This design comes from an exercise in tuning for small area, a short achievable clock period and few clock cycles on the open sky130 flow, not from production work.
In this exercise RTL edits were held to simulation tests only and were not proved equivalent to the original.

### design/flow/run.sh
#!/bin/bash
# synth_recipe.tcl (not shown) runs the flow's synth.tcl, then flattens the netlist and writes it again
# the make line also repeats each setting of config.mk as NAME=value (left out here)
make -C /OpenROAD-flow-scripts/flow DESIGN_CONFIG=/design/flow/config.mk WORK_HOME=/design/flow/orfs CLKGATE_MAP_FILE= SYNTH_SCRIPT=/design/flow/synth_recipe.tcl finish
### design/flow/config.mk
export PLATFORM = sky130hd
export DESIGN_NAME = pulse_quantizer
export DESIGN_NICKNAME = pulse_quantizer
export VERILOG_FILES = /design/flow/design.v
export SDC_FILE = /design/flow/constraint.sdc
export NUM_CORES = 4
export LEC_CHECK = 0
export CAP_MARGIN = 20
export CORE_MARGIN = 2
export CORE_UTILIZATION = 30
export PLACE_DENSITY = 0.5
export SLEW_MARGIN = 20
### design/flow/constraint.sdc
create_clock -name core_clock -period 38.0 [get_ports {clk}]
set_input_delay 7.6000 -clock core_clock [delete_from_list [all_inputs] [get_ports {clk}]]
set_output_delay 7.6000 -clock core_clock [all_outputs]
set_load 0.01 [all_outputs]
### design/flow/design.v
module pq_match #(
    parameter integer TOL_PCT = 25,
    parameter integer TOL_ABS = 50
) (
    input  wire [31:0]        m,      
    input  wire signed [19:0] d,      
    output wire               hit
);
    wire [19:0] abs_d = d[19] ? (~d + 20'd1) : d;
    wire [26:0] prod  = abs_d * TOL_PCT;
    wire [26:0] band  = prod / 100 + TOL_ABS;
    wire signed [35:0] d_s  = {{16{d[19]}}, d};
    wire signed [35:0] b_s  = {9'd0, band};
    wire signed [35:0] m_s  = {4'd0, m};
    wire signed [35:0] lo   = d_s - b_s;
    wire signed [35:0] hi   = d_s + b_s;
    assign hit = (lo <= m_s) && (m_s <= hi);
endmodule
module pulse_quantizer #(
    parameter integer MARK_EXCESS     = 100,
    parameter integer TOL_PCT         = 25,
    parameter integer TOL_ABS         = 50,
    parameter integer RC5_MIN_RAWLEN  = 4,
    parameter integer RC6_MIN_RAWLEN  = 4,
    parameter integer RAW_DEPTH       = 256,
    parameter integer RC5X_LEAD_SPACE = 1
) (
    input  wire        clk,
    input  wire        rst,
    input  wire        req,
    input  wire        we,
    input  wire [9:0]  addr,
    input  wire [31:0] wdata,
    output reg         ack,
    output reg         err,
    output reg  [31:0] rdata,
    output reg         raw_rd,
    output reg  [7:0]  raw_addr,
    input  wire [31:0] raw_rdata,
    output wire        ev_valid,
    input  wire        ev_ready,
    output reg  [1:0]  ev_kind,
    output reg  [31:0] ev_data
);
    localparam integer T1_RC5        = 889;
    localparam integer T1_RC6        = 444;
    localparam integer RC6_HDR_MARK  = 2666;
    localparam integer RC6_HDR_SPACE = 889;
    localparam integer RC6_TOGGLE_T  = 888;
    localparam integer RC5X_GAP      = 3556;
    localparam integer CARRIER_KHZ   = 36;
    localparam [1:0] LV_SPACE = 2'd0, LV_MARK = 2'd1, LV_NOMATCH = 2'd2, LV_NONE = 2'd3;
    localparam [1:0] EV_ENABLE = 2'd0, EV_MARK = 2'd1, EV_SPACE = 2'd2;
    localparam [3:0] F_ILLEGAL = 4'd1, F_OPERAND = 4'd2, F_RAWRANGE = 4'd3;
    localparam [3:0] E_INSUFF = 4'd1, E_FRAMING = 4'd2, E_QUANT = 4'd3,
                     E_WIDTH  = 4'd4, E_PAIR    = 4'd5;
    localparam [7:0] R_CMD = 8'd0,  R_STATUS = 8'd1,  R_RAWLEN = 8'd2,  R_CUR_OFF = 8'd3,
                     R_CUR_USED = 8'd4, R_RES_BITS = 8'd5, R_RES_VALUE = 8'd6, R_RES_TYPE = 8'd7,
                     R_ENC_VALUE = 8'd8, R_ENC_WIDTH = 8'd9, R_ENC_TOGGLE = 8'd10,
                     R_ENC_SYS = 8'd11, R_ENC_CMD = 8'd12, R_ENC_EXT = 8'd13;
    localparam [4:0] S_IDLE  = 5'd0,
                     S_ACK   = 5'd1,
                     S_Q     = 5'd2,    
                     S_QW    = 5'd3,    
                     S_QDONE = 5'd4,    
                     S_DEC   = 5'd5,    
                     S_LOOP  = 5'd6,    
                     S_H1    = 5'd7,    
                     S_H1W   = 5'd8,
                     S_H2    = 5'd9,    
                     S_H2W   = 5'd10,
                     S_EMIT  = 5'd11;   
    localparam [2:0] P_START = 3'd0, P_A = 3'd1, P_A2 = 3'd2, P_B = 3'd3, P_B2 = 3'd4;
    localparam [2:0] X_ENABLE = 3'd0, X_PRE = 3'd1, X_BITS = 3'd2, X_GAP = 3'd3, X_END = 3'd4;
    localparam [1:0] PR_RC5 = 2'd0, PR_RC5X = 2'd1, PR_RC6 = 2'd2;
    reg        st_res_valid;
    reg        st_fault;
    reg [1:0]  st_qlevel;
    reg [3:0]  st_fault_code;
    reg [3:0]  st_dec_err;
    reg [31:0] rawlen;
    reg [31:0] cur_off;
    reg [1:0]  cur_used;
    reg [31:0] res_bits;
    reg [31:0] res_value;
    reg [1:0]  res_type;
    reg [31:0] enc_value;
    reg [31:0] enc_width;
    reg [31:0] enc_toggle;
    reg [31:0] enc_sys;
    reg [31:0] enc_cmd;
    reg [31:0] enc_ext;
    wire [31:0] status = {16'd0, st_dec_err, st_fault_code, 2'b00, st_qlevel, 2'b00, st_fault, st_res_valid};
    reg [4:0]  state;
    reg [4:0]  q_ret;           
    reg [31:0] q_off;           
    reg [1:0]  q_used;          
    reg [15:0] q_t1;            
    reg [1:0]  qlev;            
    reg        dec_rc6;         
    reg [2:0]  dphase;
    reg [1:0]  dstart;          
    reg [1:0]  lev_a;
    reg [1:0]  lev_b;
    reg [31:0] acc;
    reg [31:0] nbits;
    reg [1:0]  e_proto;
    reg [2:0]  e_phase;
    reg [2:0]  e_idx;           
    reg [5:0]  e_bit;           
    reg        e_half;          
    reg [5:0]  e_w;             
    reg [31:0] e_sh;            
    wire [3:0]  c_opc = wdata[3:0];
    wire [11:0] c_rsv = wdata[15:4];
    wire [15:0] c_imm = wdata[31:16];
    wire        c_illegal = (c_opc == 4'd0) || (c_opc >= 4'd9) || (c_rsv != 12'd0) ||
                            ((c_opc >= 4'd3) && (c_imm != 16'd0));
    wire rawlen_bad = (rawlen > RAW_DEPTH);
    wire        q_lvl_mark = q_off[0];
    wire signed [19:0] q_corr = q_lvl_mark ? MARK_EXCESS : -MARK_EXCESS;
    wire signed [19:0] q_t1s  = {4'd0, q_t1};
    reg  signed [19:0] tgt1;
    always @(*) begin
        case (state)
            S_H1W:   tgt1 = RC6_HDR_MARK + MARK_EXCESS;
            S_H2W:   tgt1 = RC6_HDR_SPACE - MARK_EXCESS;
            default: tgt1 = q_t1s + q_corr;
        endcase
    end
    wire signed [19:0] tgt2 = 2 * q_t1s + q_corr;
    wire signed [19:0] tgt3 = 3 * q_t1s + q_corr;
    wire hit1, hit2, hit3;
    pq_match #(.TOL_PCT(TOL_PCT), .TOL_ABS(TOL_ABS)) u_m1 (.m(raw_rdata), .d(tgt1), .hit(hit1));
    pq_match #(.TOL_PCT(TOL_PCT), .TOL_ABS(TOL_ABS)) u_m2 (.m(raw_rdata), .d(tgt2), .hit(hit2));
    pq_match #(.TOL_PCT(TOL_PCT), .TOL_ABS(TOL_ABS)) u_m3 (.m(raw_rdata), .d(tgt3), .hit(hit3));
    reg [1:0] q_avail;    
    always @(*) begin
        if (hit1)      q_avail = 2'd1;
        else if (hit2) q_avail = 2'd2;
        else if (hit3) q_avail = 2'd3;
        else           q_avail = 2'd0;
    end
    wire [2:0] q_used_inc = {1'b0, q_used} + 3'd1;
    wire [1:0] start_exp  = dstart[0] ? LV_SPACE : LV_MARK;
    wire       start_last = dec_rc6 ? (dstart == 2'd1) : (dstart == 2'd2);
    wire       toggle_bit = dec_rc6 && (nbits == 32'd3);
    wire        e_b = e_sh[31];
    wire [31:0] e_dur = (e_proto == PR_RC6) ? ((e_bit == 6'd3) ? RC6_TOGGLE_T : T1_RC6) : T1_RC5;
    wire        e_first_mark = (e_proto == PR_RC6) ? e_b : ~e_b;
    wire        e_is_mark    = e_half ? ~e_first_mark : e_first_mark;
    wire [2:0]  e_pre_n      = (e_proto == PR_RC6) ? 3'd4 : 3'd3;
    wire        e_last_bit   = (e_bit == e_w - 6'd1);
    assign ev_valid = (state == S_EMIT);
    always @(*) begin
        ev_kind = EV_SPACE;
        ev_data = 32'd0;
        case (e_phase)
            X_ENABLE: begin
                ev_kind = EV_ENABLE;
                ev_data = CARRIER_KHZ;
            end
            X_PRE: begin
                if (e_proto == PR_RC6) begin
                    case (e_idx)
                        3'd0:    begin ev_kind = EV_MARK;  ev_data = RC6_HDR_MARK;  end
                        3'd1:    begin ev_kind = EV_SPACE; ev_data = RC6_HDR_SPACE; end
                        3'd2:    begin ev_kind = EV_MARK;  ev_data = T1_RC6;        end
                        default: begin ev_kind = EV_SPACE; ev_data = T1_RC6;        end
                    endcase
                end else begin
                    ev_kind = e_idx[0] ? EV_SPACE : EV_MARK;
                    ev_data = T1_RC5;
                end
            end
            X_BITS: begin
                ev_kind = e_is_mark ? EV_MARK : EV_SPACE;
                ev_data = e_dur;
            end
            X_GAP: begin
                ev_kind = EV_SPACE;
                ev_data = RC5X_GAP;
            end
            default: begin
                ev_kind = EV_SPACE;
                ev_data = 32'd0;
            end
        endcase
    end
    always @(*) begin
        raw_rd   = 1'b0;
        raw_addr = q_off[7:0];
        case (state)
            S_Q:  raw_rd = (q_off < rawlen);
            S_H1: begin raw_rd = 1'b1; raw_addr = 8'd1; end
            S_H2: begin raw_rd = 1'b1; raw_addr = 8'd2; end
            default: ;
        endcase
    end
    always @(posedge clk) begin
        if (rst) begin
            st_res_valid  <= 1'b0;
            st_fault      <= 1'b0;
            st_qlevel     <= LV_NONE;
            st_fault_code <= 4'd0;
            st_dec_err    <= 4'd0;
            rawlen        <= 32'd0;
            cur_off       <= 32'd0;
            cur_used      <= 2'd0;
            res_bits      <= 32'd0;
            res_value     <= 32'd0;
            res_type      <= 2'd0;
            enc_value     <= 32'd0;
            enc_width     <= 32'd0;
            enc_toggle    <= 32'd0;
            enc_sys       <= 32'd0;
            enc_cmd       <= 32'd0;
            enc_ext       <= 32'd0;
            state         <= S_IDLE;
            ack           <= 1'b0;
            err           <= 1'b0;
            rdata         <= 32'd0;
            q_ret         <= S_IDLE;
            q_off         <= 32'd0;
            q_used        <= 2'd0;
            q_t1          <= 16'd0;
            qlev          <= LV_SPACE;
            dec_rc6       <= 1'b0;
            dphase        <= P_START;
            dstart        <= 2'd0;
            lev_a         <= LV_SPACE;
            lev_b         <= LV_SPACE;
            acc           <= 32'd0;
            nbits         <= 32'd0;
            e_proto       <= PR_RC5;
            e_phase       <= X_ENABLE;
            e_idx         <= 3'd0;
            e_bit         <= 6'd0;
            e_half        <= 1'b0;
            e_w           <= 6'd0;
            e_sh          <= 32'd0;
        end else begin
            case (state)
            S_IDLE: begin
                if (req) begin
                    err   <= 1'b0;
                    rdata <= 32'd0;
                    if (addr[1:0] != 2'b00 || addr[9:2] > R_ENC_EXT) begin
                        err   <= 1'b1;
                        ack   <= 1'b1;
                        state <= S_ACK;
                    end else if (!we) begin
                        case (addr[9:2])
                            R_STATUS:     rdata <= status;
                            R_RAWLEN:     rdata <= rawlen;
                            R_CUR_OFF:    rdata <= cur_off;
                            R_CUR_USED:   rdata <= {30'd0, cur_used};
                            R_RES_BITS:   rdata <= res_bits;
                            R_RES_VALUE:  rdata <= res_value;
                            R_RES_TYPE:   rdata <= {30'd0, res_type};
                            R_ENC_VALUE:  rdata <= enc_value;
                            R_ENC_WIDTH:  rdata <= enc_width;
                            R_ENC_TOGGLE: rdata <= enc_toggle;
                            R_ENC_SYS:    rdata <= enc_sys;
                            R_ENC_CMD:    rdata <= enc_cmd;
                            R_ENC_EXT:    rdata <= enc_ext;
                            default:      rdata <= 32'd0;
                        endcase
                        ack   <= 1'b1;
                        state <= S_ACK;
                    end else if (addr[9:2] != R_CMD) begin
                        case (addr[9:2])
                            R_RAWLEN:     rawlen     <= wdata;
                            R_ENC_VALUE:  enc_value  <= wdata;
                            R_ENC_WIDTH:  enc_width  <= wdata;
                            R_ENC_TOGGLE: enc_toggle <= wdata;
                            R_ENC_SYS:    enc_sys    <= wdata;
                            R_ENC_CMD:    enc_cmd    <= wdata;
                            R_ENC_EXT:    enc_ext    <= wdata;
                            default:      err        <= 1'b1;    
                        endcase
                        ack   <= 1'b1;
                        state <= S_ACK;
                    end else begin
                        if (c_illegal) begin
                            st_fault      <= 1'b1;
                            st_fault_code <= F_ILLEGAL;
                            ack           <= 1'b1;
                            state         <= S_ACK;
                        end else begin
                            case (c_opc)
                            4'd1: begin  
                                cur_off   <= {16'd0, c_imm};
                                cur_used  <= 2'd0;
                                st_qlevel <= LV_NONE;
                                ack       <= 1'b1;
                                state     <= S_ACK;
                            end
                            4'd2: begin  
                                if (rawlen_bad) begin
                                    st_fault      <= 1'b1;
                                    st_fault_code <= F_RAWRANGE;
                                    ack           <= 1'b1;
                                    state         <= S_ACK;
                                end else begin
                                    q_off  <= cur_off;
                                    q_used <= cur_used;
                                    q_t1   <= c_imm;
                                    q_ret  <= S_QDONE;
                                    state  <= S_Q;
                                end
                            end
                            4'd3, 4'd7: begin  
                                if (rawlen_bad) begin
                                    st_fault      <= 1'b1;
                                    st_fault_code <= F_RAWRANGE;
                                    ack           <= 1'b1;
                                    state         <= S_ACK;
                                end else if ((c_opc == 4'd3 && rawlen < RC5_MIN_RAWLEN) ||
                                             (c_opc == 4'd7 && (rawlen < RC6_MIN_RAWLEN || rawlen < 3))) begin
                                    st_res_valid <= 1'b0;
                                    st_dec_err   <= E_INSUFF;
                                    res_bits     <= 32'd0;
                                    res_value    <= 32'd0;
                                    res_type     <= 2'd0;
                                    ack          <= 1'b1;
                                    state        <= S_ACK;
                                end else begin
                                    dec_rc6 <= (c_opc == 4'd7);
                                    dphase  <= P_START;
                                    dstart  <= 2'd0;
                                    acc     <= 32'd0;
                                    nbits   <= 32'd0;
                                    q_used  <= 2'd0;
                                    q_ret   <= S_DEC;
                                    if (c_opc == 4'd3) begin
                                        q_off <= 32'd1;
                                        q_t1  <= T1_RC5;
                                        state <= S_Q;
                                    end else begin
                                        q_off <= 32'd3;
                                        q_t1  <= T1_RC6;
                                        state <= S_H1;
                                    end
                                end
                            end
                            4'd4, 4'd8: begin  
                                if (enc_width > 32) begin
                                    st_fault      <= 1'b1;
                                    st_fault_code <= F_OPERAND;
                                    ack           <= 1'b1;
                                    state         <= S_ACK;
                                end else begin
                                    e_proto <= (c_opc == 4'd8) ? PR_RC6 : PR_RC5;
                                    e_phase <= X_ENABLE;
                                    e_idx   <= 3'd0;
                                    e_bit   <= 6'd0;
                                    e_half  <= 1'b0;
                                    e_w     <= enc_width[5:0];
                                    e_sh    <= (enc_width == 32'd0) ? 32'd0 : (enc_value << (6'd32 - enc_width[5:0]));
                                    state   <= S_EMIT;
                                end
                            end
                            4'd5: begin  
                                if (enc_toggle > 1 || enc_sys > 31 || enc_cmd > 63) begin
                                    st_fault      <= 1'b1;
                                    st_fault_code <= F_OPERAND;
                                end else begin
                                    enc_value <= (enc_toggle << 11) | (enc_sys << 6) | enc_cmd;
                                end
                                ack   <= 1'b1;
                                state <= S_ACK;
                            end
                            4'd6: begin  
                                if (enc_toggle > 1 || enc_sys > 31 || enc_cmd > 127 || enc_ext > 63) begin
                                    st_fault      <= 1'b1;
                                    st_fault_code <= F_OPERAND;
                                    ack           <= 1'b1;
                                    state         <= S_ACK;
                                end else begin
                                    e_proto <= PR_RC5X;
                                    e_phase <= X_ENABLE;
                                    e_idx   <= 3'd0;
                                    e_bit   <= 6'd0;
                                    e_half  <= (RC5X_LEAD_SPACE == 0);
                                    e_w     <= 6'd20;
                                    e_sh    <= {1'b1, (enc_cmd > 63) ? 1'b0 : 1'b1, enc_toggle[0],
                                                enc_sys[4:0], enc_cmd[5:0], enc_ext[5:0], 12'd0};
                                    state   <= S_EMIT;
                                end
                            end
                            default: begin
                                st_fault      <= 1'b1;
                                st_fault_code <= F_ILLEGAL;
                                ack           <= 1'b1;
                                state         <= S_ACK;
                            end
                            endcase
                        end
                    end
                end
            end
            S_ACK: begin
                ack   <= 1'b0;
                err   <= 1'b0;
                state <= S_IDLE;
            end
            S_Q: begin
                if (q_off < rawlen) begin
                    state <= S_QW;
                end else begin
                    qlev  <= LV_SPACE;        
                    state <= q_ret;
                end
            end
            S_QW: begin
                if (q_avail == 2'd0) begin
                    qlev <= LV_NOMATCH;
                end else begin
                    qlev <= q_lvl_mark ? LV_MARK : LV_SPACE;
                    if (q_used_inc >= {1'b0, q_avail}) begin
                        q_used <= 2'd0;
                        q_off  <= q_off + 32'd1;
                    end else begin
                        q_used <= q_used_inc[1:0];
                    end
                end
                state <= q_ret;
            end
            S_QDONE: begin
                cur_off   <= q_off;
                cur_used  <= q_used;
                st_qlevel <= qlev;
                ack       <= 1'b1;
                state     <= S_ACK;
            end
            S_H1: state <= S_H1W;
            S_H1W: begin
                if (hit1) begin
                    state <= S_H2;
                end else begin
                    st_res_valid <= 1'b0;
                    st_dec_err   <= E_FRAMING;
                    res_bits     <= 32'd0;
                    res_value    <= 32'd0;
                    res_type     <= 2'd0;
                    ack          <= 1'b1;
                    state        <= S_ACK;
                end
            end
            S_H2: state <= S_H2W;
            S_H2W: begin
                if (hit1) begin
                    state <= S_Q;
                end else begin
                    st_res_valid <= 1'b0;
                    st_dec_err   <= E_FRAMING;
                    res_bits     <= 32'd0;
                    res_value    <= 32'd0;
                    res_type     <= 2'd0;
                    ack          <= 1'b1;
                    state        <= S_ACK;
                end
            end
            S_DEC: begin
                if (qlev == LV_NOMATCH) begin
                    st_res_valid <= 1'b0;
                    st_dec_err   <= E_QUANT;
                    res_bits     <= 32'd0;
                    res_value    <= 32'd0;
                    res_type     <= 2'd0;
                    ack          <= 1'b1;
                    state        <= S_ACK;
                end else begin
                    case (dphase)
                    P_START: begin
                        if (qlev != start_exp) begin
                            st_res_valid <= 1'b0;
                            st_dec_err   <= E_FRAMING;
                            res_bits     <= 32'd0;
                            res_value    <= 32'd0;
                            res_type     <= 2'd0;
                            ack          <= 1'b1;
                            state        <= S_ACK;
                        end else if (start_last) begin
                            state <= S_LOOP;
                        end else begin
                            dstart <= dstart + 2'd1;
                            state  <= S_Q;
                        end
                    end
                    P_A: begin
                        lev_a  <= qlev;
                        dphase <= toggle_bit ? P_A2 : P_B;
                        state  <= S_Q;
                    end
                    P_A2: begin
                        if (qlev != lev_a) begin
                            st_res_valid <= 1'b0;
                            st_dec_err   <= E_WIDTH;
                            res_bits     <= 32'd0;
                            res_value    <= 32'd0;
                            res_type     <= 2'd0;
                            ack          <= 1'b1;
                            state        <= S_ACK;
                        end else begin
                            dphase <= P_B;
                            state  <= S_Q;
                        end
                    end
                    default: begin  
                        if (dphase == P_B && toggle_bit) begin
                            lev_b  <= qlev;
                            dphase <= P_B2;
                            state  <= S_Q;
                        end else if (dphase == P_B2 && qlev != lev_b) begin
                            st_res_valid <= 1'b0;
                            st_dec_err   <= E_WIDTH;
                            res_bits     <= 32'd0;
                            res_value    <= 32'd0;
                            res_type     <= 2'd0;
                            ack          <= 1'b1;
                            state        <= S_ACK;
                        end else if (lev_a == qlev) begin
                            st_res_valid <= 1'b0;
                            st_dec_err   <= E_PAIR;
                            res_bits     <= 32'd0;
                            res_value    <= 32'd0;
                            res_type     <= 2'd0;
                            ack          <= 1'b1;
                            state        <= S_ACK;
                        end else begin
                            acc   <= {acc[30:0], dec_rc6 ? (lev_a == LV_MARK) : (lev_a == LV_SPACE)};
                            nbits <= nbits + 32'd1;
                            state <= S_LOOP;
                        end
                    end
                    endcase
                end
            end
            S_LOOP: begin
                if (q_off < rawlen) begin
                    dphase <= P_A;
                    state  <= S_Q;
                end else begin
                    st_res_valid <= 1'b1;
                    st_dec_err   <= 4'd0;
                    res_bits     <= nbits;
                    res_value    <= acc;
                    res_type     <= dec_rc6 ? 2'd2 : 2'd1;
                    ack          <= 1'b1;
                    state        <= S_ACK;
                end
            end
            S_EMIT: begin
                if (ev_ready) begin
                    case (e_phase)
                    X_ENABLE: begin
                        e_idx <= 3'd0;
                        if (e_proto == PR_RC5X)
                            e_phase <= X_BITS;
                        else
                            e_phase <= X_PRE;
                    end
                    X_PRE: begin
                        if (e_idx == e_pre_n - 3'd1)
                            e_phase <= (e_w == 6'd0) ? X_END : X_BITS;
                        else
                            e_idx <= e_idx + 3'd1;
                    end
                    X_BITS: begin
                        if (!e_half) begin
                            e_half <= 1'b1;
                        end else begin
                            e_half <= 1'b0;
                            e_sh   <= {e_sh[30:0], 1'b0};
                            e_bit  <= e_bit + 6'd1;
                            if (e_proto == PR_RC5X && e_bit == 6'd7)
                                e_phase <= X_GAP;
                            else if (e_last_bit)
                                e_phase <= X_END;
                        end
                    end
                    X_GAP: begin
                        e_phase <= X_BITS;
                    end
                    default: begin  
                        ack   <= 1'b1;
                        state <= S_ACK;
                    end
                    endcase
                end
            end
            default: state <= S_IDLE;
            endcase
        end
    end
endmodule
==> run summary <==
startpoint class of the critical path flop; GRT Overall Usage 23.4%; relative slew slack 20.3%; Post-DP Area 78400 sq um; # rows 181; critical path arrival 36.46 ns; die width 499 um; post-route worst setup slack 2.06 ns; CTS root buffer clkbuf_16; layout cells sized above 1 7.75%; # H-tree levels 2; first-pass GRT wire length 466 mm; CTS max path bufs 3; CP required 38.52 ns; CP max FO 22; Overflow after GRT 0; yosys warns 1; CP Class reg -> reg; top-area cell type share of the netlist area 15.0%; cell area after synthesis 73500 sq um; CTS sink cnt 552; fmax 27.8 MHz; Fin. Hold Viols 0; Wirelength per Cell 22.9 um; Detailed Place HPWL 239 mm; number of global-route vias before repair 75101; # IOs 157; number of buffers created by CTS 61; vias 79874; die area 249000 sq um; max-slew violation count 0; CTS Hold Bufs 0; fin crit period 35.94 ns; Synth Instances 10318; slowest CP cell or4_1; top-count cell post-synth nand2_1; FFs w/ async S/R, synth 0%; wirelength, routed 309 mm; most frequent cells after synthesis nand2_1, a21oi_1, nor2_1, ha_1, dfxtp_1; Post-synth EDFFs 0; clk latency of the worst-skew pair 0.69 ns; prevailing post-synth register cell dfxtp_1; Initial Util 30.2%; port bufs 136; sequential-to-total area share from yosys stat 15.0%; post-synthesis register bit count 552; CTS clk-pin slew, worst paths 0.07 ns; gp weighted congestion 0.973; First-pass DRT Iterations 9; dpl ws 1.39 ns; Nets 10954; syn_area_per_cell 7.12 sq um; status timing/DRC/antenna clean; Synth area leader dfxtp_1; CP dominant cell by count nor2_1; area added between synthesis and finish 10.4%; CTS tree built; worst slew pin tran 1.20 ns; top post-synthesis cells by area dfxtp_1, ha_1, a21oi_1; Yosys cell types 159; Die H 499 um; drt via density 5.93; Worst Clk Skew 0.0462 ns; pin count of the biggest net entering global routing 99; peak per-stage delay on the critical path 0.66 ns; core area 243000 sq um; initial antenna violation count 9; critical path endpoint category flop; period utilization 94.6%; MaxCap Viol Count 0; worst hold path class reg -> reg; DRC violations left 0; ANT nets after route 0; fin area 81100 sq um; Iter 0 DRT Violations 8068; Final Setup Violations 0
-- layer usage --
metal  vias up  global-route usage [%]  routed length, um
met1     38518                    32.2             137000
met2      3208                    37.9             139000
met4         0                    7.67              11100
met5         -                       0                  0
met3       511                    2.47              21400
li1      37637                       -                  -
-- stage by stage --
stage,util (%),setup TNS [ns],cells,hold slack [ns]
global placement,32.2,0,13344,0.439
detailed placement,32.2,0,13346,0.445
floorplan,-,0,10345,0.431
CTS,33.1,0,13458,0.454
finish,33.3,0,13475,0.453
global route,33.3,-0.180,13475,0.466
-- layout by cell type, fill, tap and decap left out, types with 71 or more instances in the layout --
master | synthesis | layout
nand2_1 | 1178 | 1175
a21oi_1 | 987 | 982
nor2_1 | 961 | 947
ha_1 | 601 | 601
dfxtp_1 | 552 | 550
xnor2_1 | 525 | 515
inv_1 | 506 | 505
o21ai_0 | 384 | 381
nand3_1 | 342 | 340
nor3_1 | 311 | 300
buf_4 | 44 | 261
xor2_1 | 197 | 195
a21o_1 | 182 | 182
nor4_1 | 187 | 182
nand4_1 | 172 | 172
a211oi_1 | 170 | 167
clkdlybuf4s50_1 | 0 | 135
mux2i_1 | 134 | 132
a31oi_1 | 128 | 123
nand2b_1 | 112 | 112
and2_1 | 111 | 111
or3_1 | 106 | 105
o211ai_1 | 103 | 103
a22oi_1 | 92 | 92
a221oi_1 | 92 | 88
nor2b_1 | 89 | 86
and3_1 | 83 | 82
o21bai_1 | 71 | 71
or2_2 | 71 | 71
-- final cells by class --
cell class	instances	area, sq um
clock buffers	85	1760
repair buffers	400	3350
well taps	3202	4010
multi-input cells	8690	58600
inverters	514	1930
diodes	4	10.0
clock inverters	27	410
repair inverters	1	5.00
fillers	25939	162000
flip-flops and latches	552	11100
-- critical path: cells and delay by family (launching register included) --
family / cells / cell delay, ns
AOI/OAI and AO/OA: 51 / 15.61
and+or+nand+nor: 54 / 10.95
adders and majority gates: 8 / 3.11
muxes: 7 / 2.64
xor gates and xnor gates: 6 / 1.74
buffers and inverters: 8 / 1.29
DFF: 1 / 0.33
-- repair_timing --
action / CTS / global route
endpoints found under the setup margin: 0 / 112
gates resized for setup: 0 / 78
setup buffers: 0 / 10
-- worst paths after layout --
check                                  from           to  slack [ns]  cells after the start
worst min register to register  res_bits[2]  res_bits[2]        0.45                      2
worst max-delay path               q_off[0]     q_off[0]        2.06                    134
worst max register to register     q_off[0]     q_off[0]        2.06                    134
worst min-delay path            res_bits[2]  res_bits[2]        0.45                      2
-- logic make-up (layout without fill, tap and decap cells) --
family / count (synthesis) / in the layout / synth area share (%)
simple gates: 3979 / 3981 / 26.4
compound gates: 3086 / 3086 / 28.6
buf+inv: 1105 / 1027 / 6.24
xor+xnor: 727 / 727 / 8.73
fa+ha+maj: 661 / 661 / 11.8
flops: 552 / 552 / 15.0
mux: 206 / 206 / 3.25
other cells: 2 / 33 / 0.0102
Testbench counts, summed over its fixed seeds: cycles 46,142.

[separate check: timing with driven ports]
The flow's constraints put no driver on any port. The routed layout listed below was extracted and timed again, unchanged, in two steps. Step 1 assumes that a clkbuf_16 drives the clock port and a buf_2 every other input. Step 2 times the ports against the registers' clock, not the clock port: input delays grow and output delays shrink by t, the midpoint of the rising clock arrivals with the driver on. Slacks: ideal / step 1 / step 2; pairs: ideal / step 1.
t, ns: 0.732
setup WS [ns]: 2.061 / 2.061 / 2.061
worst setup path after step 2: register to register
After both steps setup and hold are still met in this run. For this run, drivers alone change the setup slack by 0.000 ns; drivers and shift together by 0.000 ns.
